What follows belongs to an exercise in optimizing a design on an open flow for small area, a short achievable clock period and few clock cycles per item; a production flow would make more cautious choices. In this exercise RTL edits were held to simulation tests only and were not proved equivalent to the original.

==> run a <==
// perm_table_builder
module perm_table_builder (
    input  wire        clk,
    input  wire        rst,       
    input  wire        start,     
    input  wire [63:0] seed,      
    input  wire [7:0]  rd_addr,
    output wire [7:0]  rd_data,   
    output reg         busy,
    output reg         valid
);
==> flow/config.mk <==
export PLATFORM = sky130hd
export DESIGN_NAME = perm_table_builder
export DESIGN_NICKNAME = perm_table_builder
export VERILOG_FILES = /design/flow/design.v
export SDC_FILE = /design/flow/constraint.sdc
export NUM_CORES = 8
export LEC_CHECK = 0
export CAP_MARGIN = 20
export CORE_MARGIN = 2
export CORE_UTILIZATION = 38
export CTS_CLUSTER_DIAMETER = 90
export CTS_CLUSTER_SIZE = 24
export PLACE_DENSITY = 0.5
export SETUP_SLACK_MARGIN = 5
export SLEW_MARGIN = 20
export SYNTH_HIERARCHICAL = 1
export SYNTH_MINIMUM_KEEP_SIZE = 0
export TNS_END_PERCENT = 20
==> flow/constraint.sdc <==
create_clock -name core_clock -period 13.5 [get_ports {clk}]
set_input_delay 2.7000 -clock core_clock [delete_from_list [all_inputs] [get_ports {clk}]]
set_output_delay 2.7000 -clock core_clock [all_outputs]
set_load 0.01 [all_outputs]
run.sh (not shown) runs the stock make flow with config.mk's settings and CLKGATE_MAP_FILE= SYNTH_SCRIPT=/design/flow/synth_recipe.tcl, a recipe that flattens the netlist after the stock synthesis.
==> run b: changes against run a <==
--- a/flow/design.v
+++ b/flow/design.v
@@ -9116,33 +9116,40 @@
     always @(posedge clk) rm5B <= rn5_3B;
     wire [7:0] ja   = rm5A;
     wire [7:0] jb   = rm5B;
     wire [7:0] i    = 8'd15 - o;
     wire [7:0] i1   = i - 8'd1;
     wire       swp  = busy && n >= 9'd8;
-    wire [7:0] av = rd_addr & {8{valid}};
-    wire [7:0] bx = valid ? o : ja ^ o;              
-    wire [7:0] gj = valid ? 8'd0 : ja & o;           
-    wire [7:0] bp = valid ? o : ja | o;              
-    wire [7:0] x, g, p;
-    genvar q, b;
-    generate
-        for (b = 0; b < 8; b = b + 1) begin : g_xgp
-            xor2 ux (.a(av[b]), .b(bx[b]), .y(x[b]));
-            ao21 ug (.a1(av[b]), .a2(o[b]), .b(gj[b]), .y(g[b]));
-            or2  up (.a(av[b]), .b(bp[b]), .y(p[b]));
+    function [3:0] tab;                              
+        input kb, kb1, ob, ob1;
+        integer xy;
+        reg ai, ai1;
+        begin
+            for (xy = 0; xy < 4; xy = xy + 1) begin
+                ai  = xy[1];
+                ai1 = xy[0];
+                tab[xy] = ai ^ ob ^ kb ^ (kb1 ? (ai1 & ob1) : (ai1 | ob1));
+            end
         end
-    endgenerate
-    wire [1:0] en0 = {~x[0], x[0]};
+    endfunction
+    genvar q, b;
+    wire [1:0] en0;
     wire [3:0] en [1:7];
     generate
+        for (q = 0; q < 2; q = q + 1) begin : g_e0
+            wire d1 = valid ? ~o[0] ^ q[0] : ja[0] ^ o[0] ^ q[0];
+            wire d0 = valid ?  o[0] ^ q[0] : ja[0] ^ o[0] ^ q[0];
+            mux2 u (.s(rd_addr[0]), .d0(d0), .d1(d1), .y(en0[q]));
+        end
         for (b = 1; b < 8; b = b + 1) begin : g_e
-            xor2  u0 (.a(x[b]), .b(p[b-1]), .y(en[b][0]));
-            xor2  u1 (.a(x[b]), .b(g[b-1]), .y(en[b][1]));
-            xnor2 u2 (.a(x[b]), .b(p[b-1]), .y(en[b][2]));
-            xnor2 u3 (.a(x[b]), .b(g[b-1]), .y(en[b][3]));
+            for (q = 0; q < 4; q = q + 1) begin : g_k
+                wire [3:0] tv = tab(q[1], q[0], o[b], o[b-1]);
+                wire [3:0] tj = tab(q[1], q[0], o[b], o[b-1]) >> {ja[b], ja[b-1]};
+                wire [3:0] d  = valid ? tv : {4{tj[0]}};
+                lut2 u (.s1(rd_addr[b]), .s0(rd_addr[b-1]), .d(d), .y(en[b][q]));
+            end
         end
     endgenerate
     wire [7:0]  ga;                                  
     wire [15:0] gb;                                  
     wire [7:0]  gc;                                  
     generate
@@ -9290,12 +9297,18 @@
 module nand2 (input wire a, input wire b, output wire y);
     assign y = ~(a & b);
 endmodule
 module nor2 (input wire a, input wire b, output wire y);
     assign y = ~(a | b);
 endmodule
+module mux2 (input wire s, input wire d0, input wire d1, output wire y);
+    assign y = s ? d1 : d0;
+endmodule
+module lut2 (input wire s1, input wire s0, input wire [3:0] d, output wire y);
+    assign y = s1 ? (s0 ? d[3] : d[2]) : (s0 ? d[1] : d[0]);
+endmodule
 module nor3 (input wire a, input wire b, input wire c, output wire y);
     assign y = ~(a | b | c);
 endmodule
 module nand3 (input wire a, input wire b, input wire c, output wire y);
     assign y = ~(a & b & c);
 endmodule
- CORE_UTILIZATION: 38 -> 42
- CTS_CLUSTER_DIAMETER: 90 -> 95
- CTS_CLUSTER_SIZE: 24 -> 26
- PLACE_DENSITY: 0.5 -> 0.55
- TNS_END_PERCENT: 20 -> default
==> comparison table <==
TritonCTS Buffers: run b 167; run a 185
X dimension of the die: run b 739 um; run a 775 um
Syn Inst Count: run b 21.5k; run a 21.3k
Clock latency reported for the late side of the worst-skew pair: run b 1.06 ns; run a 1.07 ns
Num tapcells: run b 7208; run a 7837
Multi-input logic cell count: run b 17.7k; run a 17.6k
Routed wl met2: run b 459 mm; run a 494 mm
Post-synthesis simple-gate area fraction: run b 12.2%; run a 12.3%
Met3 Wirelength: run b 146 mm; run a 121 mm
Met1 Routed Length: run b 435 mm; run a 428 mm
Number of iterations in the first detailed-routing pass: run b 15; run a 14
Synth Area in Compound Gates: run b 22.0%; run a 22.1%
Arrival time at the worst endpoint: run b 6.02 ns; run a 6.29 ns
Proportion of final cell area spent on non-clock buffers: run b 3.96%; run a 3.19%
Hold path endpoint: run b q3B[2]$_DFF_P_; run a q3A[0]$_DFF_P_
Clkbuf count: run b 179; run a 202
Post-route clock period utilization: run b 64.6%; run a 66.6%
Post-Synthesis Cell Area: run b 0.227 sq mm; run a 0.226 sq mm
Minimum setup slack after placement: run b 1.86 ns; run a 1.51 ns
Die Ht: run b 739 um; run a 775 um
Run status: run b no timing/DRC/antenna violations; run a no timing/DRC/antenna violations
Area after DPL: run b 0.240 sq mm; run a 0.240 sq mm
Via/cell ratio: run b 7.09; run a 6.93
Filler Cells Inserted: run b 50.5k; run a 56.9k
Max incr delay on CP: run b 0.33 ns; run a 0.35 ns
Testbench counts of run a, summed over its fixed seeds: cycles 4,384, builds 32.
Testbench counts of run b, summed over its fixed seeds: cycles 4,384, builds 32.

-- static timing again, ports no longer ideal --
How much do the figures lean on ideal ports? The routed layouts below were timed once more, with nothing changed but the port constraints. Step 1, drivers: a clkbuf_16 drives clk and a buf_2 each remaining input, both assumed. Step 2 times the ports against the registers' clock, not the clock port: input delays grow and output delays shrink by t, the midpoint of the rising clock arrivals with the driver on. Three values: no drivers, after step 1, after step 2; two values: the first two.
| run | t, ns | setup WS [ns] | worst setup path at the end | worst register clock-pin slew, ns |
|---|---|---|---|---|
| run a | 1.111 | 4.510 / 4.457 / 4.457 | input to output | 0.11 / 0.11 |
| run b | 1.103 | 4.780 / 4.585 / 4.585 | input to output | 0.11 / 0.11 |
After both steps setup and hold are still met in every run listed. For run b, which loses most, drivers alone change the setup slack by -0.195 ns; drivers and shift together by -0.195 ns.
